What follows belongs to an exercise in optimizing a design on an open flow for small area, a short achievable clock period and few clock cycles per item; a production flow would make more cautious choices. The RTL was checked by simulation tests, not by an equivalence proof against the original design. Power figures rest on the tool's default switching activity, not on a simulated workload.

[design/flow/design.v]
module blink_quantizer (
    input  wire        clk,
    input  wire        rst,
    input  wire        req_valid,
    output wire        req_ready,
    input  wire [63:0] req_on_ms,
    input  wire [63:0] req_off_ms,
    output wire        resp_valid,
    output wire [1:0]  resp_path,
    output wire [6:0]  resp_num_steps,
    output wire [7:0]  resp_on_code,
    output wire [63:0] resp_on_ms,
    output wire [63:0] resp_off_ms
);
    wire [15:0] xn, yn, xt, yt;
    genvar g;
    generate
        for (g = 0; g < 16; g = g + 1) begin : NB
            assign xn[g] = |req_on_ms[4*g+3:4*g];
            assign yn[g] = |req_off_ms[4*g+3:4*g];
            assign xt[g] = |xn[15:g];
            assign yt[g] = |yn[15:g];
        end
    endgenerate
    wire hi_in = |req_on_ms[63:15] | |req_off_ms[63:15];
    wire xb_in = |(xn[15:2] & ~yt[13:0]);       
    wire yb_in = |(yn[15:2] & ~xt[13:0]);       
    wire nw_in = hi_in & ~(xt[0] & yt[0] & (xb_in | yb_in));
    reg         v0, hi0, nw0, xz0, yz0, xb0, yb0;
    reg  [63:0] xr, yr;
    reg         w_busy;
    wire        w_busy_nx;
    reg         stall;
    wire        v0_nx  = ~rst & (stall ? v0 : req_valid);
    wire        nw0_nx = stall ? nw0 : nw_in;
    assign req_ready = ~stall;
    always @(posedge clk) begin
        v0    <= v0_nx;
        stall <= v0_nx & nw0_nx & w_busy_nx;
        if (~stall) begin
            hi0 <= hi_in;
            nw0 <= nw_in;
            xz0 <= ~xt[0];
            yz0 <= ~yt[0];
            xb0 <= xb_in;
            yb0 <= yb_in;
            xr  <= req_on_ms;
            yr  <= req_off_ms;
        end
    end
    wire p1   = yz0 & ~xz0;                      
    wire p2   = xz0 & ~yz0;                      
    wire gen  = ~(p1 | p2);
    wire mid  = nw0 & gen;                       
    wire go   = v0 & ~stall;                     
    wire w_ld = go & nw0;                        
    wire [15:0] s_lo = {1'b0, xr[14:0]} + {1'b0, yr[14:0]};
    reg  [15:0] s_in;
    reg  [14:0] r_in;
    always @(*) begin
        if (hi0 & gen)       s_in = 16'h8000;    
        else if (xz0 & yz0)  s_in = 16'd1000;
        else                 s_in = s_lo;
        if (xz0 & yz0)       r_in = 15'd500;
        else if (hi0)        r_in = {{14{xb0}}, xb0 | yb0};    
        else                 r_in = xr[14:0];
    end
    localparam [3:0] HOLD_OUT = 4'd10;    
    reg         w_div, w_p1, w_p2;
    reg  [3:0]  w_cnt;
    reg  [65:0] w_r;                      
    reg  [64:0] w_s;
    reg  [7:0]  w_q;                      
    reg         og1a, og1b, og2a, og2b;   
    wire [65:0] w_op = {1'b0, w_s} ^ {{33{w_q[0]}}, {33{~w_r[65]}}};
    wire [65:0] w_t  = {w_r[64:0], 1'b0} + w_op + {65'd0, w_q[0]};
    wire        w_it = ~w_cnt[3];         
    assign w_busy_nx = ~rst & (w_ld |
                               (w_busy & ~(w_div ? (w_cnt == 4'd8) : (w_cnt == HOLD_OUT))));
    wire hold_out_nx = w_busy & ~w_div & (w_cnt == HOLD_OUT - 4'd1);
    always @(posedge clk) begin
        w_busy <= w_busy_nx;
        og1a   <= ~rst & hold_out_nx & w_p1;
        og1b   <= ~rst & hold_out_nx & ~w_p2;
        og2a   <= ~rst & hold_out_nx & w_p2;
        og2b   <= ~rst & hold_out_nx & ~w_p1;
        if (w_ld) begin
            w_div <= gen;
            w_p1  <= p1;
            w_p2  <= ~p1;
            w_cnt <= 4'd0;
            w_r   <= {2'b00, xr};
            w_s   <= {1'b0, xr} + {1'b0, yr};
            w_q   <= 8'd1;
        end else begin
            w_cnt <= w_cnt + 4'd1;
            if (w_it) begin
                w_r <= w_t;
                w_q <= {w_q[6:0], ~w_t[65]};
            end
        end
    end
    generate
        for (g = 0; g <= 8; g = g + 1) begin : P
            wire        v_c;
            wire [1:0]  pa_c;
            wire [15:0] s_c, r_c;
            wire [7:0]  q_c;
            reg         v_r;
            reg  [1:0]  pa_r;
            reg  [15:0] s_r, r_r;
            reg  [7:0]  q_r;
            if (g == 0) begin : A
                assign v_c  = go;
                assign pa_c = mid ? 2'd0 : {~p1, ~p2};
                assign s_c  = s_in;
                assign r_c  = {1'b0, r_in};
                assign q_c  = 8'd0;
            end else begin : R
                wire [16:0] t  = {P[g-1].r_r, 1'b0} - {1'b0, P[g-1].s_r};
                wire        qb = ~t[16];
                assign v_c  = P[g-1].v_r;
                assign pa_c = P[g-1].pa_r;
                assign s_c  = P[g-1].s_r;
                assign r_c  = qb ? t[15:0] : {P[g-1].r_r[14:0], 1'b0};
                assign q_c  = {P[g-1].q_r[6:0], qb};
            end
            always @(posedge clk) begin
                if (rst) v_r <= 1'b0;
                else     v_r <= v_c;
                pa_r <= pa_c;
                s_r  <= s_c;
                r_r  <= r_c;
                q_r  <= q_c;
            end
        end
    endgenerate
    reg  [7:0]  m_c;
    wire [15:0] s7  = P[7].s_r;
    wire [15:0] s_m = s7 - 16'd129;
    always @(*) begin
        if (s7 <= 16'd256)        m_c = 8'd3;
        else if (s7 > 16'd16256)  m_c = 8'd128;
        else                      m_c = {1'b0, s_m[13:7]} + 8'd3;
    end
    reg  [7:0]  m8;
    always @(posedge clk) m8 <= m_c;
    wire [1:0]  pa8  = P[8].pa_r;
    wire [7:0]  q8   = P[8].q_r;
    reg         mv;
    reg  [1:0]  mpa;
    reg  [7:0]  mm, mq;                   
    reg  [11:0] pl, pu;
    always @(posedge clk) begin
        if (rst) mv <= 1'b0;
        else     mv <= P[8].v_r;
        mpa <= pa8;
        {mm, mq} <= (pa8[0] ^ pa8[1]) ? {1'b0, P[8].s_r[14:0]} : {m8, q8};
        pl  <= m8 * q8[3:0];
        pu  <= m8 * q8[7:4];
    end
    wire        mgen = &mpa;
    wire        mph  = ~|mpa;
    wire [15:0] prod = {4'd0, pl} + {pu, 4'd0};
    wire [16:0] offx = {1'b0, mm, 8'd0} + {1'b0, ~{4'd0, pl}} + {1'b0, ~{pu, 4'd0}} + 17'd3;
    wire [8:0]  wq_n = 9'd256 - {1'b0, w_q};
    reg         ov;
    reg  [1:0]  opa;
    reg  [6:0]  ost;
    reg  [7:0]  oq;
    reg  [14:0] oon, ooff;
    always @(posedge clk) begin
        if (rst) ov <= 1'b0;
        else     ov <= mv;
        if (mph) begin
            opa  <= 2'd3;
            ost  <= 7'd126;
            oq   <= w_q;
            oon  <= {1'b0, w_q, 6'd0};
            ooff <= {wq_n, 6'd0};
        end else begin
            opa  <= mpa;
            ost  <= mgen ? mm[6:0] - 7'd2 : 7'd0;
            oq   <= mgen ? mq : 8'd0;
            oon  <= mgen ? prod[15:1] : (mpa == 2'd1 ? {mm[6:0], mq} : 15'd0);
            ooff <= mgen ? offx[15:1] : (mpa == 2'd2 ? {mm[6:0], mq} : 15'd0);
        end
    end
    assign resp_valid     = ov;
    assign resp_path      = opa;
    assign resp_num_steps = ost;
    assign resp_on_code   = oq;
    assign resp_on_ms     = {w_s[63:39] & {25{og1b}}, w_s[38:15] & {24{og1a}}, oon};
    assign resp_off_ms    = {w_s[63:39] & {25{og2b}}, w_s[38:15] & {24{og2a}}, ooff};
endmodule
[design/flow/run.sh]
#!/bin/bash
# synth_recipe.tcl (not shown) runs the flow's synth.tcl, then flattens the netlist and writes it again
# the make line also repeats each setting of config.mk as NAME=value (left out here)
make -C /OpenROAD-flow-scripts/flow DESIGN_CONFIG=/design/flow/config.mk WORK_HOME=/design/flow/orfs CLKGATE_MAP_FILE= SYNTH_SCRIPT=/design/flow/synth_recipe.tcl finish
[design/flow/constraint.sdc]
create_clock -name core_clock -period 12.0 [get_ports {clk}]
set_input_delay 2.4000 -clock core_clock [delete_from_list [all_inputs] [get_ports {clk}]]
set_output_delay 2.4000 -clock core_clock [all_outputs]
set_load 0.01 [all_outputs]
[design/flow/config.mk]
export PLATFORM = sky130hd
export DESIGN_NAME = blink_quantizer
export DESIGN_NICKNAME = blink_quantizer
export VERILOG_FILES = /design/flow/design.v
export SDC_FILE = /design/flow/constraint.sdc
export NUM_CORES = 4
export LEC_CHECK = 0
export CAP_MARGIN = 20
export CORE_MARGIN = 2
export CORE_UTILIZATION = 40
export SLEW_MARGIN = 20
==> results.toml, run 1 <==
[outcome]
status = "complete, no violations"

[sta]
min_period_ps = 5360
maxSlewHeadroom_pct = 31.8
fin_crit_sh_pct = 44.6
setup_viol = 0
fmax_ghz = 0.187
slew_violations = 0
finalHoldViolations = 0
clock_skew_ps = 20.5
rsz0062_at_grt = "no"
whs_ps = 313
tightest_slew_ps = 1020
final.setup.tns_ps = 0

[synthesis]
synth_cells = 3910
synth_top_family_by_area = "compound AO/OA/AOI/OAI gates"
synth-xor-area-share_pct = 7.05
synth_cell_types = 96
yosysSeqAreaShare_pct = 43.6
synth_seq_cells = 718
synthAdderAreaFrac_pct = 12.2
synth_compound_area_share_pct = 15.0
synthMuxAreaShare_pct = 4.18
yosys_warnings = 1
synth.cell_area_sq_um = 39100
synthSimpleGateAreaFrac_pct = 13.9
ys.flop_type = "dfxtp_1"
synth_fp_nets = 4398
postSynth.asyncResetShare_pct = 0
avgSynthCellArea_sq_um = 10.0
synth_edf_count = 265

[grt]
grt_pass1_wl_um = 154000
grt_max_degree = 72
antenna_found_initial = 3
grt_use_total_pct = 19.3
grt-ovfl-total = 0
grt_pass1_vias = 28744

[cts]
cts_setup_buffers = 0
ctsLongestPathBuffers = 3
cts.sinks = 718
path_clk_slew_ps = 60
cts-resized-gates = 0
root_buffer = "clkbuf_16"
cts_tree = "built"
htreeDepth = 3
cts_buffers = 82
clk_latency_ps = 640
cts_hold_buffers = 0

[final_layout]
fin_cells = 5512
drive_gt1_share_pct = 8.24
final_nets = 4656
antenna_cells = 0
syn_to_final_growth_pct = 17.8
fin_area_sq_um = 46000
final_util_pct = 47.6
fillers = 9119

[setup_path]
startpoint_type = "primary input"
worst-path-max-fanout = 3
crit_top_cell = "nand3_1"
cp.arrival_ps = 5900
crit_buf_inv = 1
cp-end-kind = "register"
cpPeakStageDelay_ps = 780
cpLargestDelayFamily = "simple AND/OR/NAND/NOR gates"
required_ps = 12550
worst-setup-path-type = "primary input to register"
cp_cell_sequence = "clkdlybuf4s50_1 > nor4_2 > nand3_1 > nor4b_1 > nand3_1 > nand2b_1 > o2111ai_1 > a221oi_1 > o311a_1 > or2_1"
crit_slowest_cell = "nor4_2"

[routing]
final_antenna_net_count = 0
wl_met2_um = 46300
wl_met3_um = 5150
vias = 28857
first_pass_iters = 5
wl_um = 97400
vias_per_cell = 5.24
routedWlPerCell_um = 17.7
drc_errors = 0
drt-initial-drc-count = 1709
wl_met1_um = 42900
highest_layer = "met5"

[power_and_ir_drop]
p_clk_share_pct = 21.2
p_sw_share_pct = 38.7
power_density_nw_per_um2 = 275
leakage_nw = 18.6
power_switching_mw = 4.90
p_seq_share_pct = 28.7
ir_drop_v = 0.000138
p_comb_share_pct = 50.1
p_int_mw = 7.76

[die]
row_count = 114
die_h_um = 317
start_util_pct = 40.4
die_area_sq_um = 100000
fp.dieW_um = 317
coreArea_sq_um = 96700
io_pins = 278

[place]
post-dp-hpwl_um = 75400
placed_cells = 5360
placed_cell_area_sq_um = 43100
place_congestion = 0.883
portBuffers = 277

[worst_hold_path]
worstHoldPathType = "register to register"

[job]
cap_violations = 0
==> stage by stage <==
| stage | power, mW | worst slack [ps] |
|---|---|---|
| floorplan | 8.53 | 5670 |
| global placement | 9.93 | 6020 |
| detailed placement | 9.97 | 6000 |
| CTS | 12.7 | 6690 |
| global route | 13.6 | 6580 |
| finish | 12.7 | 6640 |
==> worst reg2reg max path, stage by stage (launching register included) <==
cell      delay, ps
dfxtp_2         780
xor2_1          160
ha_1            460
and4_1          270
nand4_1         190
nor4b_1         680
nand2b_1        110
a311oi_1        280
a211oi_1         90
buf_4           200
nor3_2          240
nor2_1          110
or3_1           330
a32o_1          260
==> flip-flops by register name (all words and copies together), names as in the netlist, 11 cells and up <==
signal and count:
P.pa_r 18, P.q_r 36, P.r_r 127, P.s_r 143, ooff 15, oon 15, pl 11, pu 12
w_r 66, w_s 65, xr 64, yr 64
==> layout make-up <==
type,instances,area [sq um],area share (%)
Timing Repair Buffer,291,2880,6.25
Tap cell,1276,1600,3.47
Clock inverter,41,542,1.18
Sequential cell,718,17000,37.0
Inverter,307,1160,2.52
Multi-Input combinational cell,2768,20400,44.4
Clock buffer,111,2390,5.19
==> power groups by stage <==
stage | clock, mW | sequential [mW] | combinational, mW
after global placement | 0 | 3.69 | 6.24
after CTS | 2.74 | 3.65 | 6.33
after detailed placement | 0 | 3.69 | 6.27
final | 2.68 | 3.64 | 6.34
after global routing | 2.83 | 3.70 | 7.08
after floorplan | 0 | 3.55 | 4.98
==> path summary, 6_finish.rpt <==
path,from,endpoint,slack [ps],cells past startpoint
max reg2reg,w_q[0],w_r[59],7600,13
min,P[4].pa_r[1],P[5].pa_r[1],310,0
min reg2reg,P[4].pa_r[1],P[5].pa_r[1],310,0
max,req_on_ms[57],nw0,6640,10
==> placed cells by master (no fill, tap or decap), types with 38 or more instances in the layout <==
cell type / n
o21ai_0: 172
mux2_2: 114
nor2_1: 235
o21a_1: 39
dfxtp_1: 450
fa_1: 38
nand2b_1: 39
nand3_1: 64
xor2_1: 115
a21oi_1: 269
and2_1: 160
clkdlybuf4s50_1: 277
nor3_1: 67
a21o_1: 121
nor2b_1: 52
xnor2_1: 194
clkbuf_16: 87
ha_1: 319
nand2_1: 254
inv_1: 305
nand4_1: 38
edfxtp_1: 265
==> metal layers <==
| layer | track usage [%] | vias to the layer above |
|---|---|---|
| met5 | 0 | - |
| li1 | - | 14351 |
| met1 | 24.7 | 13633 |
| met2 | 33.0 | 702 |
| met3 | 3.49 | 167 |
| met4 | 6.12 | 4 |
==> logic make-up (layout without fill, tap and decap cells) <==
group	count (synthesis)	count (layout)
AND/OR/NAND/NOR	1063	1063
AO/OA/AOI/OAI	887	887
buffers and inverters	424	750
flip-flops	718	718
adder cells (fa/ha/maj)	357	357
XOR/XNOR	312	312
multiplexers	149	149
==> Yosys cell counts, types with 7 or more instances <==
library cell | count | area share, %
dfxtp_1 | 453 | 23
ha_1 | 319 | 10
inv_1 | 307 | 2.9
a21oi_1 | 269 | 3.4
edfxtp_1 | 265 | 20
nand2_1 | 255 | 2.4
nor2_1 | 235 | 2.3
xnor2_1 | 194 | 4.3
o21ai_0 | 172 | 2.2
and2_1 | 160 | 2.6
a21o_1 | 121 | 2.3
xor2_1 | 115 | 2.6
mux2_2 | 114 | 3.3
clkbuf_1 | 91 | 0.87
nor3_1 | 67 | 0.86
nand3_1 | 65 | 0.83
nor2b_1 | 52 | 0.83
nand2b_1 | 39 | 0.62
o21a_1 | 39 | 0.75
fa_1 | 38 | 1.9
nand4_1 | 38 | 0.61
nor4_1 | 38 | 0.61
mux2i_1 | 35 | 0.90
o21bai_1 | 33 | 0.63
or3_1 | 27 | 0.43
o211ai_1 | 25 | 0.48
a21boi_0 | 24 | 0.46
a211oi_1 | 22 | 0.42
or4_1 | 19 | 0.36
and3_1 | 15 | 0.24
o22ai_1 | 14 | 0.22
o31ai_1 | 14 | 0.27
a31oi_1 | 13 | 0.21
a221oi_1 | 11 | 0.25
buf_1 | 11 | 0.11
nand3b_1 | 11 | 0.21
a31o_2 | 10 | 0.22
o2111ai_1 | 9 | 0.20
a2111oi_0 | 8 | 0.18
a21boi_1 | 8 | 0.15
or2_2 | 8 | 0.13
and3b_1 | 7 | 0.16
buf_2 | 7 | 0.090
Testbench counts, summed over its fixed seeds: cycles 3,381, items 3,200.
==> inputs of run 2 (changes only) <==
--- a/design/flow/design.v
+++ b/design/flow/design.v
@@ -12,61 +12,57 @@
     output wire [63:0] resp_on_ms,
     output wire [63:0] resp_off_ms
 );
+    reg         v0, hi0;
+    reg  [63:0] xr, yr;
+    reg         w_busy;
+    wire        w_busy_nx;
+    reg         stall;
+    wire        hi_in  = |req_on_ms[63:15] | |req_off_ms[63:15];
+    wire        v0_nx  = ~rst & (stall ? v0 : req_valid);
+    wire        hi0_nx = stall ? hi0 : hi_in;
+    assign req_ready = ~stall;
+    always @(posedge clk) begin
+        v0    <= v0_nx;
+        stall <= v0_nx & hi0_nx & w_busy_nx;
+        if (~stall) begin
+            hi0 <= hi_in;
+            xr  <= req_on_ms;
+            yr  <= req_off_ms;
+        end
+    end
+    wire on_z  = ~|xr;
+    wire off_z = ~|yr;
+    wire p1    = off_z & ~on_z;                  
+    wire p2    = on_z & ~off_z;                  
+    wire gen   = ~(p1 | p2);
     wire [15:0] xn, yn, xt, yt;
     genvar g;
     generate
         for (g = 0; g < 16; g = g + 1) begin : NB
-            assign xn[g] = |req_on_ms[4*g+3:4*g];
-            assign yn[g] = |req_off_ms[4*g+3:4*g];
+            assign xn[g] = |xr[4*g+3:4*g];
+            assign yn[g] = |yr[4*g+3:4*g];
             assign xt[g] = |xn[15:g];
             assign yt[g] = |yn[15:g];
         end
     endgenerate
-    wire hi_in = |req_on_ms[63:15] | |req_off_ms[63:15];
-    wire xb_in = |(xn[15:2] & ~yt[13:0]);       
-    wire yb_in = |(yn[15:2] & ~xt[13:0]);       
-    wire nw_in = hi_in & ~(xt[0] & yt[0] & (xb_in | yb_in));
-    reg         v0, hi0, nw0, xz0, yz0, xb0, yb0;
-    reg  [63:0] xr, yr;
-    reg         w_busy;
-    wire        w_busy_nx;
-    reg         stall;
-    wire        v0_nx  = ~rst & (stall ? v0 : req_valid);
-    wire        nw0_nx = stall ? nw0 : nw_in;
-    assign req_ready = ~stall;
-    always @(posedge clk) begin
-        v0    <= v0_nx;
-        stall <= v0_nx & nw0_nx & w_busy_nx;
-        if (~stall) begin
-            hi0 <= hi_in;
-            nw0 <= nw_in;
-            xz0 <= ~xt[0];
-            yz0 <= ~yt[0];
-            xb0 <= xb_in;
-            yb0 <= yb_in;
-            xr  <= req_on_ms;
-            yr  <= req_off_ms;
-        end
-    end
-    wire p1   = yz0 & ~xz0;                      
-    wire p2   = xz0 & ~yz0;                      
-    wire gen  = ~(p1 | p2);
-    wire mid  = nw0 & gen;                       
-    wire go   = v0 & ~stall;                     
-    wire w_ld = go & nw0;                        
-    wire [15:0] s_lo = {1'b0, xr[14:0]} + {1'b0, yr[14:0]};
+    wire x_big = |(xn[15:2] & ~yt[13:0]);
+    wire y_big = |(yn[15:2] & ~xt[13:0]);
+    wire mid   = hi0 & gen & ~x_big & ~y_big;    
+    wire go    = v0 & ~stall;                    
+    wire w_ld  = go & hi0;                       
+    wire [32:0] xy_lo = {1'b0, xr[31:0]} + {1'b0, yr[31:0]};
     reg  [15:0] s_in;
     reg  [14:0] r_in;
     always @(*) begin
-        if (hi0 & gen)       s_in = 16'h8000;    
-        else if (xz0 & yz0)  s_in = 16'd1000;
-        else                 s_in = s_lo;
-        if (xz0 & yz0)       r_in = 15'd500;
-        else if (hi0)        r_in = {{14{xb0}}, xb0 | yb0};    
-        else                 r_in = xr[14:0];
+        if (hi0 & gen)           s_in = 16'h8000;    
+        else if (on_z & off_z)   s_in = 16'd1000;
+        else                     s_in = xy_lo[15:0];
+        if (on_z & off_z)        r_in = 15'd500;
+        else if (hi0)            r_in = {{14{x_big}}, 1'b1};    
+        else                     r_in = xr[14:0];
     end
     localparam [3:0] HOLD_OUT = 4'd10;    
-    reg         w_div, w_p1, w_p2;
+    reg         w_div, w_p1, w_p2, w_c;
     reg  [3:0]  w_cnt;
     reg  [65:0] w_r;                      
     reg  [64:0] w_s;
@@ -74,8 +70,9 @@
     reg         og1a, og1b, og2a, og2b;   
     wire [65:0] w_op = {1'b0, w_s} ^ {{33{w_q[0]}}, {33{~w_r[65]}}};
     wire [65:0] w_t  = {w_r[64:0], 1'b0} + w_op + {65'd0, w_q[0]};
-    wire        w_it = ~w_cnt[3];         
-    assign w_busy_nx = ~rst & (w_ld |
+    wire        w_it = (w_cnt != 4'd0) & (~w_cnt[3] | (w_cnt == 4'd8));
+    wire [32:0] w_hi = {1'b0, w_r[63:32]} + {1'b0, w_s[63:32]} + {32'd0, w_c};
+    assign w_busy_nx = ~rst & ((w_ld & (mid | ~gen)) |
                                (w_busy & ~(w_div ? (w_cnt == 4'd8) : (w_cnt == HOLD_OUT))));
     wire hold_out_nx = w_busy & ~w_div & (w_cnt == HOLD_OUT - 4'd1);
     always @(posedge clk) begin
@@ -90,10 +87,13 @@
             w_p2  <= ~p1;
             w_cnt <= 4'd0;
             w_r   <= {2'b00, xr};
-            w_s   <= {1'b0, xr} + {1'b0, yr};
+            w_s   <= {1'b0, yr[63:32], xy_lo[31:0]};
+            w_c   <= xy_lo[32];
             w_q   <= 8'd1;
         end else begin
             w_cnt <= w_cnt + 4'd1;
+            if (w_cnt == 4'd0)
+                w_s[64:32] <= w_hi;
             if (w_it) begin
                 w_r <= w_t;
                 w_q <= {w_q[6:0], ~w_t[65]};
@@ -145,8 +145,8 @@
     end
     reg  [7:0]  m8;
     always @(posedge clk) m8 <= m_c;
-    wire [1:0]  pa8  = P[8].pa_r;
-    wire [7:0]  q8   = P[8].q_r;
+    wire [1:0]  pa8 = P[8].pa_r;
+    wire [7:0]  q8  = P[8].q_r;
     reg         mv;
     reg  [1:0]  mpa;
     reg  [7:0]  mm, mq;                   
==> results.toml, run 2 <==
[final_layout]
final_nets = 4647
final_common_cell = "dfxtp_1"
largest_reg_flops = 143
syn_to_final_growth_pct = 17.7
layout_common_cells = "450 x dfxtp_1, 320 x inv_1, 320 x ha_1"
drive_gt1_share_pct = 7.11
reg.largest.list = "P.s_r (143), P.r_r (127), w_r (66)"
fin_area_sq_um = 45300
largest-register = "P.s_r"
antenna_cells = 0

[power_and_ir_drop]
ir_drop_v = 0.000136
leakage_nw = 18.1
p_seq_share_pct = 30.4
p_sw_share_pct = 38.3
power_switching_mw = 4.16
finalPower_mw = 10.9
p_comb_share_pct = 45.9
power_density_nw_per_um2 = 240
p_int_mw = 6.70
p_clk_share_pct = 23.8

[die]
die_area_sq_um = 98700
io_pins = 278
start_util_pct = 40.4
row_count = 113
die_h_um = 314
fp.dieW_um = 314
coreArea_sq_um = 95200

[place]
placed_cell_area_sq_um = 42500
place_congestion = 0.884
post-dp-hpwl_um = 74700
dpl_worst_slack_ps = 7420
portBuffers = 277

[cts]
path_clk_slew_ps = 60
htreeDepth = 3
cts_tree = "built"
cts-resized-gates = 0
cts_hold_buffers = 0
clk_latency_ps = 640
ctsLongestPathBuffers = 3
root_buffer = "clkbuf_16"
cts_setup_buffers = 0
cts.sinks = 714
cts_buffers = 79

[setup_path]
cpPeakStageDelay_ps = 1040
cp-end-kind = "output pin"
cp.arrival_ps = 2540
startpoint_type = "register"
required_ps = 9600
crit_slowest_cell = "dfxtp_1"
worst-setup-path-type = "register to output pin"
cp_cell_sequence = "and2_1 > clkdlybuf4s50_1"
worst-path-max-fanout = 24

[sta]
final.setup.tns_ps = 0
tightest_slew_ps = 1100
min_period_ps = 4940
clock_skew_ps = 25.0
slew_violations = 0
fin_crit_sh_pct = 41.2
maxSlewHeadroom_pct = 26.5
fmax_ghz = 0.202
setup_ws_ps = 7060
setup_viol = 0
rsz0062_at_grt = "no"
finalHoldViolations = 0

[grt]
grt_use_total_pct = 19.3
grt_max_degree = 79
grt-ovfl-total = 0
antenna_found_initial = 2
grt_pass1_vias = 28315
grt_pass1_wl_um = 152000

[synthesis]
yosys.area.top_type = "dfxtp_1"
synth_top_cells_by_count = "454 x dfxtp_1, 321 x inv_1, 320 x ha_1"
synth_fp_nets = 4380
yosys_warnings = 1
synth_cells = 3889
synth_edf_count = 260
avgSynthCellArea_sq_um = 9.89
synth.cell_area_sq_um = 38500
synth_seq_cells = 714
yosysTopAreaCellShare_pct = 23.6
synth_cell_types = 94
yosysSeqAreaShare_pct = 43.9
synth.top_cells.by_area = "dfxtp_1 24%, edfxtp_1 20%, ha_1 10%"
postSynth.asyncResetShare_pct = 0
ys.flop_type = "dfxtp_1"
synth.most_common_cell = "dfxtp_1"

[routing]
drt-initial-drc-count = 1637
final_antenna_net_count = 0
vias = 28344
first_pass_iters = 6
vias_per_cell = 5.17
wl_um = 96100
routedWlPerCell_um = 17.5
drc_errors = 0

[worst_hold_path]
worstHoldPathType = "register to register"

[job]
cap_violations = 0

[outcome]
status = "complete, no violations"
-- run 2: layer usage --
metal	vias to the layer above	global-route usage, %	routed length, um
li1	14174	-	-
met1	13415	23.9	41300
met2	595	34.5	47800
met3	158	2.86	4150
met4	2	5.89	2780
met5	-	0	13
-- run 2: final cells by class --
cell class,instances,area (sq um)
fill,8794,49900
multi-input combinational,2744,19900
sequential,714,16900
timing repair buffer,292,2890
clock buffer,103,2240
tap,1265,1580
inverter,325,1230
clock inverter,42,543
-- run 2: path summary, 6_finish.rpt --
check,startpoint,to,slack [ps],depth (start not counted)
worst max-delay path,og2a,resp_off_ms[15],7060,2
worst min-delay path,P[1].pa_r[1],P[2].pa_r[1],320,0
worst max register to register,w_r[65],w_r[60],7590,15
worst min register to register,P[1].pa_r[1],P[2].pa_r[1],320,0
-- run 2: power groups by stage --
stage | Sequential, mW | Clock, mW | Combinational [mW]
6_report | 3.30 | 2.58 | 4.98
5_1_grt | 3.33 | 2.74 | 5.54
4_1_cts | 3.30 | 2.65 | 4.94
3_5_place_dp | 3.35 | 0 | 4.90
3_3_place_gp | 3.35 | 0 | 4.89
2_1_floorplan | 3.25 | 0 | 3.78
-- run 2: per-stage QoR --
| step | instances | hold WS (ps) | util (%) |
|---|---|---|---|
| 2_1_floorplan | 3889 | 310 | - |
| 3_3_place_gp | 5340 | 310 | 44.7 |
| 3_5_place_dp | 5340 | 312 | 44.7 |
| 4_1_cts | 5485 | 322 | 47.6 |
| 5_1_grt | 5485 | 325 | 47.6 |
| 6_report | 5485 | 317 | 47.6 |
-- run 2: cell families (layout without fill, tap and decap cells) --
family                   count (synthesis)  count (layout)  share of synthesized area (%)
XOR/XNOR                               297             297                           6.76
AO/OA/AOI/OAI                          868             868                           14.4
multiplexers                           127             127                           3.69
AND/OR/NAND/NOR                       1092            1092                           14.4
adder cells (fa/ha/maj)                360             360                           12.5
flip-flops                             714             714                           43.9
buffers and inverters                  431             762                           4.38
-- run 2: critical path: cells and delay by family, from the launching register on --
| kind | cells | cell delay [ps] |
|---|---|---|
| buffers and inverters | 1 | 550 |
| AND/OR/NAND/NOR | 1 | 300 |
| flip-flops | 1 | 1040 |
Testbench counts of run 2, summed over its fixed seeds: cycles 3,571, items 3,200.
==> inputs of run 3 (changes only) <==
--- a/design/flow/design.v
+++ b/design/flow/design.v
@@ -17,8 +17,9 @@
     reg         w_busy;
     wire        w_busy_nx;
     reg         stall;
+    wire        go;
     wire        hi_in  = |req_on_ms[63:15] | |req_off_ms[63:15];
-    wire        v0_nx  = ~rst & (stall ? v0 : req_valid);
+    wire        v0_nx  = ~rst & (stall ? v0 & ~go : req_valid);
     wire        hi0_nx = stall ? hi0 : hi_in;
     assign req_ready = ~stall;
     always @(posedge clk) begin
@@ -48,8 +49,9 @@
     wire x_big = |(xn[15:2] & ~yt[13:0]);
     wire y_big = |(yn[15:2] & ~xt[13:0]);
     wire mid   = hi0 & gen & ~x_big & ~y_big;    
-    wire go    = v0 & ~stall;                    
-    wire w_ld  = go & hi0;                       
+    wire needw = hi0 & (mid | ~gen);             
+    assign go  = v0 & ~(stall & needw);          
+    wire w_ld  = go & hi0 & ~stall;              
     wire [32:0] xy_lo = {1'b0, xr[31:0]} + {1'b0, yr[31:0]};
     reg  [15:0] s_in;
     reg  [14:0] r_in;
==> design/flow/flow/run.sh (new file) <==
#!/bin/bash
# Layout flow: the standard flow (standard synthesis, floorplan, placement,
# CTS, routing, finish) unchanged, at the design's clock period and
# constraints, except that the resizer's setup repair after CTS and after
# global routing is asked to leave extra slack (SETUP_SLACK_MARGIN), so that
# the critical paths come out faster than the 12 ns constraint requires.
# The make output of the whole run goes to layout.log in this folder; ORFS
# keeps each tool's own log under orfs/logs/.
set -euo pipefail
MARGIN=${MARGIN:-8}
bash standard.sh SETUP_SLACK_MARGIN="$MARGIN" finish > layout.log 2>&1
test -f out/final.def
==> design/flow/standard.sh (new file) <==
#!/bin/bash
# synth_recipe.tcl (not shown) runs the flow's synth.tcl, then flattens the netlist and writes it again
# the make line also repeats each setting of config.mk as NAME=value (left out here)
make -C /OpenROAD-flow-scripts/flow DESIGN_CONFIG=/design/flow/config.mk WORK_HOME=/design/flow/orfs CLKGATE_MAP_FILE= SYNTH_SCRIPT=/design/flow/synth_recipe.tcl "${@:-finish}"
removed: design/flow/run.sh
==> results.toml, run 3 <==
[final_layout]
final_nets = 4638
drive_gt1_share_pct = 11.8
largest-register = "P.s_r"
reg.largest.list = "P.s_r (143), P.r_r (127), w_r (66)"
layout_common_cells = "446 x dfxtp_1, 317 x ha_1, 286 x a21oi_1"
syn_to_final_growth_pct = 20.4
final_common_cell = "dfxtp_1"
final_util_pct = 48.5
fin_area_sq_um = 46000
largest_reg_flops = 143
fin_cells = 5477

[sta]
slew_violations = 0
min_period_ps = 3980
fin_crit_sh_pct = 33.2
setup_ws_ps = 8020
tightest_slew_ps = 1020
maxSlewHeadroom_pct = 31.5
clock_skew_ps = 33.3
finalHoldViolations = 0
rsz0062_at_grt = "yes"
whs_ps = 305
final.setup.tns_ps = 0
fmax_ghz = 0.251
setup_viol = 0

[job]
cap_violations = 0

[synthesis]
avgSynthCellArea_sq_um = 10.0
synth.most_common_cell = "dfxtp_1"
synth.cell_area_sq_um = 38200
postSynth.asyncResetShare_pct = 0
synth_edf_count = 260
synth.top_cells.by_area = "dfxtp_1 24%, edfxtp_1 20%, ha_1 10%"
synth_cell_types = 82
synth_top_cells_by_count = "454 x dfxtp_1, 320 x ha_1, 288 x a21oi_1"
yosysTopAreaCellShare_pct = 23.8
synth_fp_nets = 4311
yosysSeqAreaShare_pct = 44.2
yosys.area.top_type = "dfxtp_1"
ys.flop_type = "dfxtp_1"
yosys_warnings = 1
synth_seq_cells = 714
synth_cells = 3820

[cts]
cts_tree = "built"
clk_latency_ps = 660
cts.sinks = 714
cts_buffers = 80
cts_hold_buffers = 0
path_clk_slew_ps = 60
ctsLongestPathBuffers = 3
htreeDepth = 3
root_buffer = "clkbuf_16"

[place]
place_congestion = 0.899
dpl_worst_slack_ps = 6890
placed_cell_area_sq_um = 42400
placed_cells = 5273
post-dp-hpwl_um = 74600
portBuffers = 277

[die]
io_pins = 278
fp.dieW_um = 313
row_count = 113
start_util_pct = 40.3
coreArea_sq_um = 94900
die_area_sq_um = 98100
die_h_um = 313

[grt]
antenna_found_initial = 4
grt-ovfl-total = 0
grt_pass1_wl_um = 154000
grt_use_total_pct = 19.7
grt_max_degree = 71
grt_pass1_vias = 28037

[routing]
wl_um = 99300
final_antenna_net_count = 0
first_pass_iters = 5
drc_errors = 0
vias_per_cell = 5.26
vias = 28796
routedWlPerCell_um = 18.1
drt-initial-drc-count = 1675

[setup_path]
cp-end-kind = "output pin"
startpoint_type = "register"
cpPeakStageDelay_ps = 360
worst-path-max-fanout = 6
cp.arrival_ps = 1580
required_ps = 9600
cp_cell_sequence = "buf_12 > buf_12 > and2_4 > buf_6"
worst-setup-path-type = "register to output pin"
crit_buf_inv = 3
crit_slowest_cell = "dfxtp_4"
cpLargestDelayFamily = "buffers and inverters"
crit_top_cell = "buf_12"

[power_and_ir_drop]
ir_drop_v = 0.000137
leakage_nw = 18.4
power_density_nw_per_um2 = 235
finalPower_mw = 10.8

[outcome]
status = "complete, no violations"

[worst_hold_path]
worstHoldPathType = "register to register"
==> run 3: cell count changes after synthesis, moves of 24 or more <==
| cell | change |
|---|---|
| inv_1 | -55 |
| nor2_1 | -35 |
| o21ai_0 | -35 |
| xnor2_1 | +34 |
| nand2_1 | +32 |
| a21oi_1 | +27 |
| a21o_1 | -24 |
==> run 3: routing by layer <==
metal	part of all wire (%)	vias to the layer above	global-route usage, %
li1	-	14231	-
met1	43	13652	25.1
met2	48	737	34.3
met3	5.1	176	3.00
met4	3.1	0	6.46
met5	0	-	0
==> run 3: worst paths after layout <==
path,startpoint,endpoint,slack (ps),cells past startpoint
setup / recovery,og1b,resp_on_ms[57],8020,4
hold / removal,P[2].q_r[1],P[3].q_r[2],310,0
setup reg to reg,w_r[65],w_r[62],8140,14
hold reg to reg,P[2].q_r[1],P[3].q_r[2],310,0
==> run 3: worst register-to-register path, stage by stage (launching register included) <==
cell	delay [ps]
dfxtp_4	450
buf_6	180
buf_4	160
xnor2_1	80
ha_2	410
nand4_1	250
nor3_2	240
nand3_1	100
o32a_1	380
a2bb2oi_2	220
and3_1	250
o31a_1	370
o31ai_2	300
xnor2_1	140
o21ai_0	80
==> run 3: cell families after synthesis <==
| family | synth area share [%] |
|---|---|
| XOR/XNOR | 7.59 |
| adder cells (fa/ha/maj) | 12.6 |
| flip-flops | 44.2 |
| multiplexers | 4.21 |
| AND/OR/NAND/NOR | 13.9 |
| AO/OA/AOI/OAI | 13.8 |
| buffers and inverters | 3.78 |
==> run 3: timing repair <==
item / CTS / global route
resized for setup: 335 / 110
endpoints found under the setup margin: 150 / 97
gates cloned: 4 / 1
buffers inserted: 38 / 14
pin swaps: 3 / 10
==> run 3: report_power, final <==
part | leakage, nW | switching [mW] | internal (mW) | total, mW
sequential | 6.30 | 0.262 | 3.06 | 3.32
combinational | 10.8 | 2.90 | 2.15 | 5.05
clock | 1.31 | 1.02 | 1.43 | 2.45
==> run 3: final cells by class <==
class	instances	area, sq um
clock inverters	32	273
repair inverters	2	10.0
clock buffers	113	2380
multi-input cells	2729	20300
inverters	266	1010
diodes	2	5.00
repair buffers	354	3520
flip-flops and latches	714	16900
well taps	1265	1580
fillers	8859	48900
Testbench counts of run 3, summed over its fixed seeds: cycles 3,422, items 3,200.
==> inputs of run 4 (changes only) <==
--- a/design/flow/design.v
+++ b/design/flow/design.v
@@ -53,18 +53,23 @@
     assign go  = v0 & ~(stall & needw);          
     wire w_ld  = go & hi0 & ~stall;              
     wire [32:0] xy_lo = {1'b0, xr[31:0]} + {1'b0, yr[31:0]};
-    reg  [15:0] s_in;
-    reg  [14:0] r_in;
+    wire [15:0] d_lo  = {1'b0, xr[14:0]} - {1'b0, yr[14:0]};
+    wire        q_lo  = ~d_lo[15];
+    reg  [15:0] s_in, r_in;
+    reg         q_in;
     always @(*) begin
-        if (hi0 & gen)           s_in = 16'h8000;    
-        else if (on_z & off_z)   s_in = 16'd1000;
-        else                     s_in = xy_lo[15:0];
-        if (on_z & off_z)        r_in = 15'd500;
-        else if (hi0)            r_in = {{14{x_big}}, 1'b1};    
-        else                     r_in = xr[14:0];
+        if (on_z & off_z) begin
+            s_in = 16'd1000;   q_in = 1'b1;   r_in = 16'd0;
+        end else if (hi0 & gen) begin
+            s_in = 16'h8000;   q_in = x_big;  r_in = x_big ? 16'h7ffe : 16'd2;
+        end else begin
+            s_in = xy_lo[15:0];
+            q_in = q_lo;
+            r_in = q_lo ? d_lo : {xr[14:0], 1'b0};
+        end
     end
-    localparam [3:0] HOLD_OUT = 4'd10;    
-    reg         w_div, w_p1, w_p2, w_c;
+    localparam [3:0] HOLD_OUT = 4'd9;     
+    reg         w_div, w_p1, w_p2;
     reg  [3:0]  w_cnt;
     reg  [65:0] w_r;                      
     reg  [64:0] w_s;
@@ -72,10 +77,10 @@
     reg         og1a, og1b, og2a, og2b;   
     wire [65:0] w_op = {1'b0, w_s} ^ {{33{w_q[0]}}, {33{~w_r[65]}}};
     wire [65:0] w_t  = {w_r[64:0], 1'b0} + w_op + {65'd0, w_q[0]};
-    wire        w_it = (w_cnt != 4'd0) & (~w_cnt[3] | (w_cnt == 4'd8));
-    wire [32:0] w_hi = {1'b0, w_r[63:32]} + {1'b0, w_s[63:32]} + {32'd0, w_c};
+    wire        w_it = ~w_cnt[3];         
+    wire [32:0] w_hi = {1'b0, xr[63:32]} + {1'b0, yr[63:32]} + {32'd0, xy_lo[32]};
     assign w_busy_nx = ~rst & ((w_ld & (mid | ~gen)) |
-                               (w_busy & ~(w_div ? (w_cnt == 4'd8) : (w_cnt == HOLD_OUT))));
+                               (w_busy & ~(w_div ? (w_cnt == 4'd7) : (w_cnt == HOLD_OUT))));
     wire hold_out_nx = w_busy & ~w_div & (w_cnt == HOLD_OUT - 4'd1);
     always @(posedge clk) begin
         w_busy <= w_busy_nx;
@@ -89,13 +94,10 @@
             w_p2  <= ~p1;
             w_cnt <= 4'd0;
             w_r   <= {2'b00, xr};
-            w_s   <= {1'b0, yr[63:32], xy_lo[31:0]};
-            w_c   <= xy_lo[32];
+            w_s   <= {w_hi, xy_lo[31:0]};
             w_q   <= 8'd1;
         end else begin
             w_cnt <= w_cnt + 4'd1;
-            if (w_cnt == 4'd0)
-                w_s[64:32] <= w_hi;
             if (w_it) begin
                 w_r <= w_t;
                 w_q <= {w_q[6:0], ~w_t[65]};
@@ -103,7 +105,7 @@
         end
     end
     generate
-        for (g = 0; g <= 8; g = g + 1) begin : P
+        for (g = 0; g <= 7; g = g + 1) begin : P
             wire        v_c;
             wire [1:0]  pa_c;
             wire [15:0] s_c, r_c;
@@ -116,8 +118,8 @@
                 assign v_c  = go;
                 assign pa_c = mid ? 2'd0 : {~p1, ~p2};
                 assign s_c  = s_in;
-                assign r_c  = {1'b0, r_in};
-                assign q_c  = 8'd0;
+                assign r_c  = r_in;
+                assign q_c  = {7'd0, q_in};
             end else begin : R
                 wire [16:0] t  = {P[g-1].r_r, 1'b0} - {1'b0, P[g-1].s_r};
                 wire        qb = ~t[16];
@@ -138,7 +140,7 @@
         end
     endgenerate
     reg  [7:0]  m_c;
-    wire [15:0] s7  = P[7].s_r;
+    wire [15:0] s7  = P[6].s_r;
     wire [15:0] s_m = s7 - 16'd129;
     always @(*) begin
         if (s7 <= 16'd256)        m_c = 8'd3;
@@ -147,17 +149,17 @@
     end
     reg  [7:0]  m8;
     always @(posedge clk) m8 <= m_c;
-    wire [1:0]  pa8 = P[8].pa_r;
-    wire [7:0]  q8  = P[8].q_r;
+    wire [1:0]  pa8 = P[7].pa_r;
+    wire [7:0]  q8  = P[7].q_r;
     reg         mv;
     reg  [1:0]  mpa;
     reg  [7:0]  mm, mq;                   
     reg  [11:0] pl, pu;
     always @(posedge clk) begin
         if (rst) mv <= 1'b0;
-        else     mv <= P[8].v_r;
+        else     mv <= P[7].v_r;
         mpa <= pa8;
-        {mm, mq} <= (pa8[0] ^ pa8[1]) ? {1'b0, P[8].s_r[14:0]} : {m8, q8};
+        {mm, mq} <= (pa8[0] ^ pa8[1]) ? {1'b0, P[7].s_r[14:0]} : {m8, q8};
         pl  <= m8 * q8[3:0];
         pu  <= m8 * q8[7:4];
     end
--- a/design/flow/config.mk
+++ b/design/flow/config.mk
@@ -8,4 +8,6 @@
 export CAP_MARGIN = 20
 export CORE_MARGIN = 2
 export CORE_UTILIZATION = 40
+export CTS_CLUSTER_DIAMETER = 100
+export CTS_CLUSTER_SIZE = 30
 export SLEW_MARGIN = 20
==> results.toml, run 4 <==
[outcome]
status = "complete, no violations"

[synthesis]
ys.flop_type = "dfxtp_1"
yosysTopAreaCellShare_pct = 23.1
synth_cells = 3548
synth.top_cells.by_area = "dfxtp_1 23%, edfxtp_1 22%, ha_1 11%"
synth_top_cells_by_count = "419 x dfxtp_1, 318 x ha_1, 282 x inv_1"
synth_fp_nets = 4036
synth_edf_count = 260
synth.most_common_cell = "dfxtp_1"
yosys.area.top_type = "dfxtp_1"
synth_cell_types = 88
synth.cell_area_sq_um = 36300
postSynth.asyncResetShare_pct = 0
synth_seq_cells = 679
avgSynthCellArea_sq_um = 10.2
yosysSeqAreaShare_pct = 44.6
yosys_warnings = 1

[final_layout]
syn_to_final_growth_pct = 20.1
drive_gt1_share_pct = 15.7
multi_input_area_sq_um = 19700
final_common_cell = "dfxtp_1"
fillers = 8358
largest-register = "P.s_r"
reg.largest.list = "P.s_r (127), P.r_r (112), w_r (66)"
final_nets = 4405
layout_common_cells = "410 x dfxtp_1, 302 x ha_1, 279 x inv_1"
seq_area_sq_um = 16200
largest_reg_flops = 127
fin_area_sq_um = 43600

[sta]
final.setup.tns_ps = 0
finalHoldViolations = 0
rsz0062_at_grt = "yes"
fin_crit_sh_pct = 43.8
slew_violations = 0
fmax_ghz = 0.190
setup_viol = 0
maxSlewHeadroom_pct = 29.8
min_period_ps = 5260
tightest_slew_ps = 1050
clock_skew_ps = 30.0

[cts]
cts_buffers = 30
path_clk_slew_ps = 110
cts_hold_buffers = 0
htreeDepth = 1
ctsLongestPathBuffers = 3
clk_latency_ps = 650
root_buffer = "clkbuf_16"
cts_tree = "built"
cts.sinks = 679

[power_and_ir_drop]
ir_drop_v = 0.000127
power_density_nw_per_um2 = 189
leakage_nw = 17.8

[die]
fp.dieW_um = 305
coreArea_sq_um = 90000
row_count = 110
die_area_sq_um = 93200
die_h_um = 305
io_pins = 278
start_util_pct = 40.3

[grt]
use_met2_pct = 34.2
grt_pass1_wl_um = 143000
grt-busiest-layer = "met2"
grt_pass1_vias = 26068
antenna_found_initial = 3
use_met1_pct = 24.7
grt_max_degree = 132
grt_use_total_pct = 19.2
grt-ovfl-total = 0
met3_usage_pct = 1.85

[routing]
routedWlPerCell_um = 18.5
wl_um = 94500
final_antenna_net_count = 0
vias = 26504
drt-initial-drc-count = 1547
drc_errors = 0
first_pass_iters = 5
vias_per_cell = 5.18

[worst_hold_path]
worstHoldPathType = "register to register"

[setup_path]
startpoint_type = "register"
worst-path-max-fanout = 6
cpLargestDelayFamily = "compound AO/OA/AOI/OAI gates"
cpPeakStageDelay_ps = 510
crit_top_cell = "o21ai_2"
cp-end-kind = "register"
cp.arrival_ps = 5670
worst-setup-path-type = "register to register"
required_ps = 12420
crit_slowest_cell = "edfxtp_1"
crit_buf_inv = 2

[place]
portBuffers = 277
post-dp-hpwl_um = 68900
place_congestion = 0.874
placed_cell_area_sq_um = 40300

[job]
cap_violations = 0
==> run 4: cell families after synthesis <==
family / count (synthesis) / share of synthesized area, %
mux: 144 / 4.32
fa+ha+maj: 357 / 13.1
simple gates: 914 / 12.6
flops: 679 / 44.6
xor+xnor: 306 / 7.51
buf+inv: 371 / 4.12
compound gates: 777 / 13.7
==> run 4: layout make-up <==
type	count	share of cell area, %
inverter	283	2.45
tap	1176	3.37
multi-input combinational	2498	45.3
clock inverter	12	0.310
timing repair buffer	425	9.27
sequential	679	37.2
antenna	4	0.0230
clock buffer	41	2.11
==> run 4: routing by layer <==
metal	part of all wire [%]	vias up	wire, um
met3	3.9	124	3670
met1	44	12650	41700
met4	3.1	0	2890
met5	0	-	0
met2	49	585	46300
li1	-	13145	-
==> run 4: final timing paths <==
kind	start	end	slack, ps	cells past startpoint
setup / recovery	xr[3]	w_s[62]	6740	26
setup reg to reg	xr[3]	w_s[62]	6740	26
hold reg to reg	P[2].q_r[2]	P[3].q_r[3]	320	0
hold / removal	P[2].q_r[2]	P[3].q_r[3]	320	0
==> run 4: report_power, final <==
part / switching (mW) / internal (mW) / leakage [nW]
registers: 0.165 / 2.77 / 6.04
clock network: 0.779 / 0.564 / 0.510
logic: 2.15 / 1.80 / 11.2
total: 3.09 / 5.14 / 17.8
==> run 4: per-stage QoR <==
| stage | hold slack (ps) | util (%) | total power [mW] | std cells | setup WS (ps) |
|---|---|---|---|---|---|
| 2_1_floorplan | 310 | - | 5.42 | 3548 | 7200 |
| 3_3_place_gp | 310 | 44.8 | 6.19 | 4925 | 6480 |
| 3_5_place_dp | 312 | 44.8 | 6.19 | 4925 | 6420 |
| 4_1_cts | 323 | 47.0 | 7.74 | 5035 | 6770 |
| 5_1_grt | 327 | 48.4 | 8.71 | 5115 | 6540 |
| 6_report | 320 | 48.5 | 8.23 | 5118 | 6740 |
==> run 4: what timing repair did <==
item | 4_1_cts | 5_1_grt
pin swaps | 56 | 75
buffers inserted | 55 | 71
gates cloned | 2 | 8
resized for setup | 322 | 302
endpoints found under the setup margin | 201 | 238
Testbench counts of run 4, summed over its fixed seeds: cycles 3,396, items 3,200.
==> inputs of run 5 (changes only) <==
--- a/design/flow/design.v
+++ b/design/flow/design.v
@@ -52,7 +52,7 @@
     wire needw = hi0 & (mid | ~gen);             
     assign go  = v0 & ~(stall & needw);          
     wire w_ld  = go & hi0 & ~stall;              
-    wire [32:0] xy_lo = {1'b0, xr[31:0]} + {1'b0, yr[31:0]};
+    wire [64:0] xy    = {1'b0, xr} + {1'b0, yr};
     wire [15:0] d_lo  = {1'b0, xr[14:0]} - {1'b0, yr[14:0]};
     wire        q_lo  = ~d_lo[15];
     reg  [15:0] s_in, r_in;
@@ -63,7 +63,7 @@
         end else if (hi0 & gen) begin
             s_in = 16'h8000;   q_in = x_big;  r_in = x_big ? 16'h7ffe : 16'd2;
         end else begin
-            s_in = xy_lo[15:0];
+            s_in = xy[15:0];
             q_in = q_lo;
             r_in = q_lo ? d_lo : {xr[14:0], 1'b0};
         end
@@ -78,7 +78,6 @@
     wire [65:0] w_op = {1'b0, w_s} ^ {{33{w_q[0]}}, {33{~w_r[65]}}};
     wire [65:0] w_t  = {w_r[64:0], 1'b0} + w_op + {65'd0, w_q[0]};
     wire        w_it = ~w_cnt[3];         
-    wire [32:0] w_hi = {1'b0, xr[63:32]} + {1'b0, yr[63:32]} + {32'd0, xy_lo[32]};
     assign w_busy_nx = ~rst & ((w_ld & (mid | ~gen)) |
                                (w_busy & ~(w_div ? (w_cnt == 4'd7) : (w_cnt == HOLD_OUT))));
     wire hold_out_nx = w_busy & ~w_div & (w_cnt == HOLD_OUT - 4'd1);
@@ -94,7 +93,7 @@
             w_p2  <= ~p1;
             w_cnt <= 4'd0;
             w_r   <= {2'b00, xr};
-            w_s   <= {w_hi, xy_lo[31:0]};
+            w_s   <= xy;
             w_q   <= 8'd1;
         end else begin
             w_cnt <= w_cnt + 4'd1;
--- a/design/flow/config.mk
+++ b/design/flow/config.mk
@@ -9,5 +9,5 @@
 export CORE_MARGIN = 2
 export CORE_UTILIZATION = 40
 export CTS_CLUSTER_DIAMETER = 100
-export CTS_CLUSTER_SIZE = 30
+export CTS_CLUSTER_SIZE = 20
 export SLEW_MARGIN = 20
==> results.toml, run 5 <==
[synthesis]
synth_fp_nets = 4204
yosys_warnings = 1
synth_seq_cells = 679
yosys.area.top_type = "dfxtp_1"
postSynth.asyncResetShare_pct = 0
synth_cells = 3716
avgSynthCellArea_sq_um = 10.0
ys.flop_type = "dfxtp_1"
synth_cell_types = 81
synth.cell_area_sq_um = 37200
synth_edf_count = 260
yosysTopAreaCellShare_pct = 22.5
synth_top_cells_by_count = "419 x dfxtp_1, 319 x ha_1, 277 x inv_1"
synth.top_cells.by_area = "dfxtp_1 23%, edfxtp_1 21%, ha_1 11%"
synth.most_common_cell = "dfxtp_1"
yosysSeqAreaShare_pct = 43.5

[power_and_ir_drop]
p_sw_share_pct = 38.0
p_int_mw = 5.00
ir_drop_v = 0.000116
power_density_nw_per_um2 = 184
finalPower_mw = 8.07
leakage_nw = 18.1
p_comb_share_pct = 45.6
power_switching_mw = 3.07
p_clk_share_pct = 17.9
p_seq_share_pct = 36.5

[die]
die_area_sq_um = 95500
fp.dieW_um = 309
coreArea_sq_um = 91900
row_count = 111
die_h_um = 309
io_pins = 278
start_util_pct = 40.5

[sta]
fin_crit_sh_pct = 34.2
finalHoldViolations = 0
fmax_ghz = 0.244
slew_violations = 0
setup_viol = 0
min_period_ps = 4100
clock_skew_ps = 49.7
final.setup.tns_ps = 0
maxSlewHeadroom_pct = 31.1
tightest_slew_ps = 1030
rsz0062_at_grt = "yes"

[grt]
grt_pass1_vias = 27022
grt_pass1_wl_um = 152000
grt-ovfl-total = 0
grt_max_degree = 73
grt_use_total_pct = 20.3
antenna_found_initial = 4

[cts]
cts_buffers = 40
cts_tree = "built"
path_clk_slew_ps = 100
htreeDepth = 2
ctsLongestPathBuffers = 3
clk_latency_ps = 620
cts.sinks = 679
root_buffer = "clkbuf_16"
cts_hold_buffers = 0

[setup_path]
cp-end-kind = "register"
rrSetupSlack_ps = 7900
path_depth = 15
crit_slowest_cell = "or4_4"
rr_worst_depth = 15
crit_top_cell = "or4_4"
cp_cell_sequence = "or4_4 > nor4b_4 > and4b_2 > nand2_2 > or4_4 > ha_4 > nand2_4 > buf_12 > a311o_1 > a211oi_2 > and3_4 > nand2b_4 > nand4_1 > a21oi_2 > and3_1"
crit_end = "stall"
crit_buf_inv = 1
startpoint_type = "register"
worst-path-max-fanout = 3
reg2reg_from = "yr[35]"
cp.arrival_ps = 4660
cp-startpoint = "yr[35]"
r2r-end = "stall"
worst-setup-path-type = "register to register"
cpPeakStageDelay_ps = 600
required_ps = 12560
cpLargestDelayFamily = "simple AND/OR/NAND/NOR gates"

[final_layout]
drive_gt1_share_pct = 8.38
layout_common_cells = "411 x dfxtp_1, 318 x ha_1, 275 x inv_1"
largest-register = "P.s_r"
fillers = 8727
final_util_pct = 47.6
syn_to_final_growth_pct = 17.6
largest_reg_flops = 127
reg.largest.list = "P.s_r (127), P.r_r (112), w_r (66)"
final_common_cell = "dfxtp_1"
final_nets = 4502

[routing]
drt-initial-drc-count = 2048
wl_um = 99100
wl_met3_um = 5380
wl_met2_um = 48200
drc_errors = 0
wl_met1_um = 42400
first_pass_iters = 7
vias_per_cell = 5.26
final_antenna_net_count = 0
vias = 27762
highest_layer = "met4"
routedWlPerCell_um = 18.8

[place]
portBuffers = 277
place_congestion = 0.904
post-dp-hpwl_um = 75700

[job]
cap_violations = 0

[outcome]
status = "complete, no violations"

[worst_hold_path]
worstHoldPathType = "register to register"
==> run 5: cell types whose count changed after synthesis, moves of 19 or more <==
cell,change
a21oi_1,+29
clkbuf_1,+29
a31oi_1,+28
nor2_1,-25
xor2_1,+25
nand2_1,+21
a21o_1,+19
==> run 5: worst register-to-register path: cells and delay by family, from the launching register on <==
| kind | cells | cell delay [ps] |
|---|---|---|
| simple gates | 10 | 2530 |
| flops | 1 | 400 |
| compound gates | 3 | 680 |
| buf+inv | 1 | 140 |
| fa+ha+maj | 1 | 300 |
==> run 5: area by class of cell <==
| cell class | instances | area [sq um] | area share, % |
|---|---|---|---|
| Multi-Input combinational cell | 2659 | 20200 | 46.1 |
| Sequential cell | 679 | 16200 | 37.1 |
| Inverter | 277 | 1050 | 2.39 |
| Tap cell | 1243 | 1560 | 3.55 |
| Clock inverter | 4 | 40.0 | 0.0915 |
| Antenna cell | 4 | 10.0 | 0.0229 |
| Timing Repair Buffer | 357 | 3580 | 8.18 |
| Clock buffer | 59 | 1140 | 2.60 |
==> run 5: logic make-up after synthesis <==
| group | Yosys count | share of synthesized area, % |
|---|---|---|
| fa+ha+maj | 357 | 12.8 |
| xor+xnor | 337 | 7.99 |
| flops | 679 | 43.5 |
| mux | 130 | 3.86 |
| buf+inv | 379 | 3.87 |
| compound gates | 855 | 14.6 |
| simple gates | 979 | 13.4 |
==> run 5: power groups by stage <==
stage / logic, mW / clock network [mW] / registers [mW]
final: 3.68 / 1.44 / 2.94
after global routing: 4.05 / 1.56 / 2.97
after CTS: 3.54 / 1.48 / 2.94
after detailed placement: 3.40 / 0 / 3.02
after global placement: 3.40 / 0 / 3.02
after floorplan: 2.58 / 0 / 2.93
==> run 5: per-stage QoR <==
step | cell area (sq um) | hold WS, ps | std cells | setup slack (ps)
3_5_place_dp | 41400 | 312 | 5152 | 6760
3_3_place_gp | 41300 | 310 | 5152 | 6290
6_report | 43800 | 317 | 5282 | 7900
5_1_grt | 43800 | 325 | 5279 | 7780
4_1_cts | 43400 | 319 | 5268 | 7800
2_1_floorplan | 37300 | 310 | 3716 | 7760
==> run 5: how the worst min path moves through the flow <==
stage | start | to | cells past startpoint
6_report | P[5].q_r[2] | P[6].q_r[3] | 0
5_1_grt | P[5].q_r[2] | P[6].q_r[3] | 0
4_1_cts | P[5].q_r[2] | P[6].q_r[3] | 0
3_5_place_dp | P[4].q_r[2] | P[5].q_r[3] | 0
3_3_place_gp | P[5].q_r[1] | P[6].q_r[2] | 0
2_1_floorplan | P[0].pa_r[0] | P[1].pa_r[0] | 0
==> run 5: what timing repair did <==
action,CTS,global route
buffers inserted,50,9
gates cloned,3,1
resized for setup,183,84
setup endpoints to repair,190,94
pin swaps,15,11
==> run 5: per-layer routing <==
layer	track usage [%]	vias to the layer above
met5	0	-
met4	6.95	0
met3	2.64	135
met2	35.2	738
met1	25.9	13179
li1	-	13710
Testbench counts of run 5, summed over its fixed seeds: cycles 3,396, items 3,200.
==> inputs of run 6 (changes only) <==
--- a/design/flow/design.v
+++ b/design/flow/design.v
@@ -97,10 +97,9 @@
             w_q   <= 8'd1;
         end else begin
             w_cnt <= w_cnt + 4'd1;
-            if (w_it) begin
-                w_r <= w_t;
+            w_r   <= w_t;                 
+            if (w_it)
                 w_q <= {w_q[6:0], ~w_t[65]};
-            end
         end
     end
     generate
==> design/flow/flow/run.sh (replaced) <==
#!/bin/bash
# Layout flow: the standard flow (standard synthesis, floorplan, placement,
# CTS, routing, finish) at the design's clock period and constraints, with
# two changes to how the layout is made:
#  - the resizer's setup repair after CTS and after global routing is asked
#    to leave extra slack (SETUP_SLACK_MARGIN), so that the critical paths
#    come out faster than the 12 ns constraint requires;
#  - every input and output port still gets its own buffer, but the port
#    buffers start as the smallest buffer cell (the repair upsizes the ones
#    on critical paths).
# The make output of the whole run goes to layout.log in this folder; ORFS
# keeps each tool's own log under orfs/logs/.
set -euo pipefail
MARGIN=${MARGIN:-8}
bash standard.sh SETUP_SLACK_MARGIN="$MARGIN" \
    "BUFFER_PORTS_ARGS=-buffer_cell sky130_fd_sc_hd__buf_1" finish > layout.log 2>&1
test -f out/final.def
==> results.toml, run 6 <==
[outcome]
status = "complete, no violations"

[setup_path]
cp_cell_sequence = "or4_4 > or4b_1 > nor4_4 > nand3_1 > ha_4 > nand2_8 > a21oi_1 > o21ai_1 > a211oi_2 > nor2b_1 > or3_1 > a21oi_1"
rr_worst_depth = 12
required_ps = 12550
reg2reg_from = "yr[36]"
rrSetupSlack_ps = 8010
worst-setup-path-type = "register to register"
crit_slowest_cell = "or4_4"
r2r-end = "v0"
crit_top_cell = "a21oi_1"
cpPeakStageDelay_ps = 600
startpoint_type = "register"
worst-path-max-fanout = 25
cp.arrival_ps = 4540
cp-end-kind = "register"

[sta]
fmax_ghz = 0.251
setup_viol = 0
finalHoldViolations = 0
slew_violations = 0
final.setup.tns_ps = 0
clock_skew_ps = 46.2
setup_ws_ps = 8010
fin_crit_sh_pct = 33.2
tightest_slew_ps = 1040
rsz0062_at_grt = "yes"
maxSlewHeadroom_pct = 29.9
min_period_ps = 3990

[cts]
htreeDepth = 2
path_clk_slew_ps = 90
cts_buffers = 41
clk_latency_ps = 620
ctsLongestPathBuffers = 3
root_buffer = "clkbuf_16"
cts_tree = "built"
cts.sinks = 679

[die]
die_h_um = 308
row_count = 111
io_pins = 278
coreArea_sq_um = 91500
start_util_pct = 40.3
fp.dieW_um = 308
die_area_sq_um = 94700

[power_and_ir_drop]
leakage_nw = 16.6
ir_drop_v = 0.000150
power_density_nw_per_um2 = 192

[final_layout]
multi_input_area_sq_um = 20200
syn_to_final_growth_pct = 10.9
final_nets = 4490
reg.largest.list = "P.s_r (127), P.r_r (112), w_r (66)"
fin_area_sq_um = 40900
layout_common_cells = "475 x dfxtp_1, 317 x ha_1, 283 x a21oi_1"
fillers = 8846
seq_area_sq_um = 15600
drive_gt1_share_pct = 7.03
final_common_cell = "dfxtp_1"
largest-register = "P.s_r"
largest_reg_flops = 127

[place]
post-dp-hpwl_um = 72200
dpl_worst_slack_ps = 7020
place_congestion = 0.907
portBuffers = 277
placed_cell_area_sq_um = 39100

[routing]
routedWlPerCell_um = 17.7
first_pass_iters = 5
wl_um = 92500
drc_errors = 0
vias = 27309
vias_per_cell = 5.24
final_antenna_net_count = 0
drt-initial-drc-count = 1586

[synthesis]
avgSynthCellArea_sq_um = 9.83
synth.top_cells.by_area = "dfxtp_1 26%, edfxtp_1 16%, ha_1 11%"
synth.most_common_cell = "dfxtp_1"
yosysSeqAreaShare_pct = 42.1
synth_seq_cells = 679
yosysTopAreaCellShare_pct = 26.2
synth_cells = 3756
synth.cell_area_sq_um = 36900
synth-xor-area-share_pct = 7.79
synthAdderAreaFrac_pct = 12.9
synth_edf_count = 196
ys.flop_type = "dfxtp_1"
yosys_warnings = 1
synthMuxAreaShare_pct = 4.26
synth_compound_area_share_pct = 14.8
synth_top_cells_by_count = "483 x dfxtp_1, 319 x ha_1, 284 x a21oi_1"
postSynth.asyncResetShare_pct = 0
synthSimpleGateAreaFrac_pct = 14.0
synth_top_family_by_area = "compound AO/OA/AOI/OAI gates"
yosys.area.top_type = "dfxtp_1"
synth_fp_nets = 4244
synth_cell_types = 92

[worst_hold_path]
hold_start = "P[5].q_r[3]"
min_to = "P[6].q_r[4]"
worstHoldPathType = "register to register"
holdPathStages = 0

[grt]
grt_pass1_wl_um = 144000
antenna_found_initial = 1
grt-ovfl-total = 0
grt_max_degree = 68
grt_pass1_vias = 26695
grt_use_total_pct = 19.0

[job]
cap_violations = 0
==> run 6: repair_timing <==
action / CTS / global route
setup buffers: 10 / 15
gates resized for setup: 27 / 30
gates cloned: 0 / 0
endpoints found under the setup margin: 213 / 113
hold buffers: 0 / 0
pin swaps: 4 / 10
==> run 6: logic make-up after synthesis <==
group | count (synthesis)
buffers and inverters | 397
AO/OA/AOI/OAI | 854
multiplexers | 145
adder cells (fa/ha/maj) | 357
flip-flops | 679
AND/OR/NAND/NOR | 1001
XOR/XNOR | 323
==> run 6: power breakdown <==
part | internal, mW | switching [mW]
Combinational | 1.49 | 2.07
Clock | 0.683 | 0.785
Sequential | 2.66 | 0.163
Total | 4.84 | 3.02
==> run 6: cell type report <==
type,instances,area share (%)
multi-input cells,2680,49.3
flip-flops and latches,679,38.1
well taps,1186,3.63
repair buffers,317,3.42
clock buffers,58,2.79
inverters,283,2.62
clock inverters,6,0.174
diodes,1,0.00611
==> run 6: worst max-delay path, delay by kind of cell (launching register included) <==
family,cells,cell delay (ps)
compound gates,4,770
flops,1,410
simple gates,7,2360
fa+ha+maj,1,380
==> run 6: metal layers <==
layer  global-route usage (%)  up-vias  wire length (um)
met2                     33.9      592             45400
met3                     1.94      135              3570
li1                         -    13649                 -
met5                        0        -                 0
met1                     24.1    12933             40800
met4                     5.52        0              2660
==> run 6: metrics by stage <==
step,util (%),total power [mW],hold slack [ps],instances
floorplan,-,5.48,310,3756
global placement,42.7,6.31,310,5119
detailed placement,42.8,6.30,312,5119
CTS,44.3,7.83,315,5193
global route,44.7,8.39,320,5209
finish,44.7,7.86,315,5210
==> run 6: how the worst max path moves through the flow <==
stage	start	to	slack, ps	depth (start not counted)
4_1_cts	yr[36]	v0	7900	12
3_3_place_gp	yr[33]	v0	7090	13
5_1_grt	yr[36]	v0	7850	12
6_report	yr[36]	v0	8010	12
2_1_floorplan	stall	req_ready	7750	1
3_5_place_dp	yr[33]	v0	7020	13
Testbench counts of run 6, summed over its fixed seeds: cycles 3,396, items 3,200.

-- static timing again, ports no longer ideal --
No port has a modelled driver above. Below, the same layouts with a new extraction and two added sets of constraints. Step 1 assumes that a clkbuf_16 drives the clock port and a buf_2 every other input. Step 2 also shifts input and output timing later by t, the mid clock arrival at the registers, as if the neighbouring blocks saw the same clock. Slacks: ideal / step 1 / step 2; pairs: ideal / step 1.
run	shift t [ns]	setup WS [ns]	worst data-port slew with drivers (ns)
run 1	0.709	6.644 / 6.691 / 5.982	0.12
run 2	0.694	7.060 / 6.990 / 7.381	0.07
run 3	0.704	8.021 / 7.954 / 7.395	0.06
run 4	0.699	6.743 / 6.743 / 6.743	0.12
run 5	0.662	7.901 / 7.901 / 7.283	0.14
run 6	0.667	8.012 / 8.012 / 7.486	0.05
After both steps setup and hold are still met in every run listed. For run 1, which loses most, drivers alone change the setup slack by +0.047 ns; drivers and shift together by -0.662 ns.
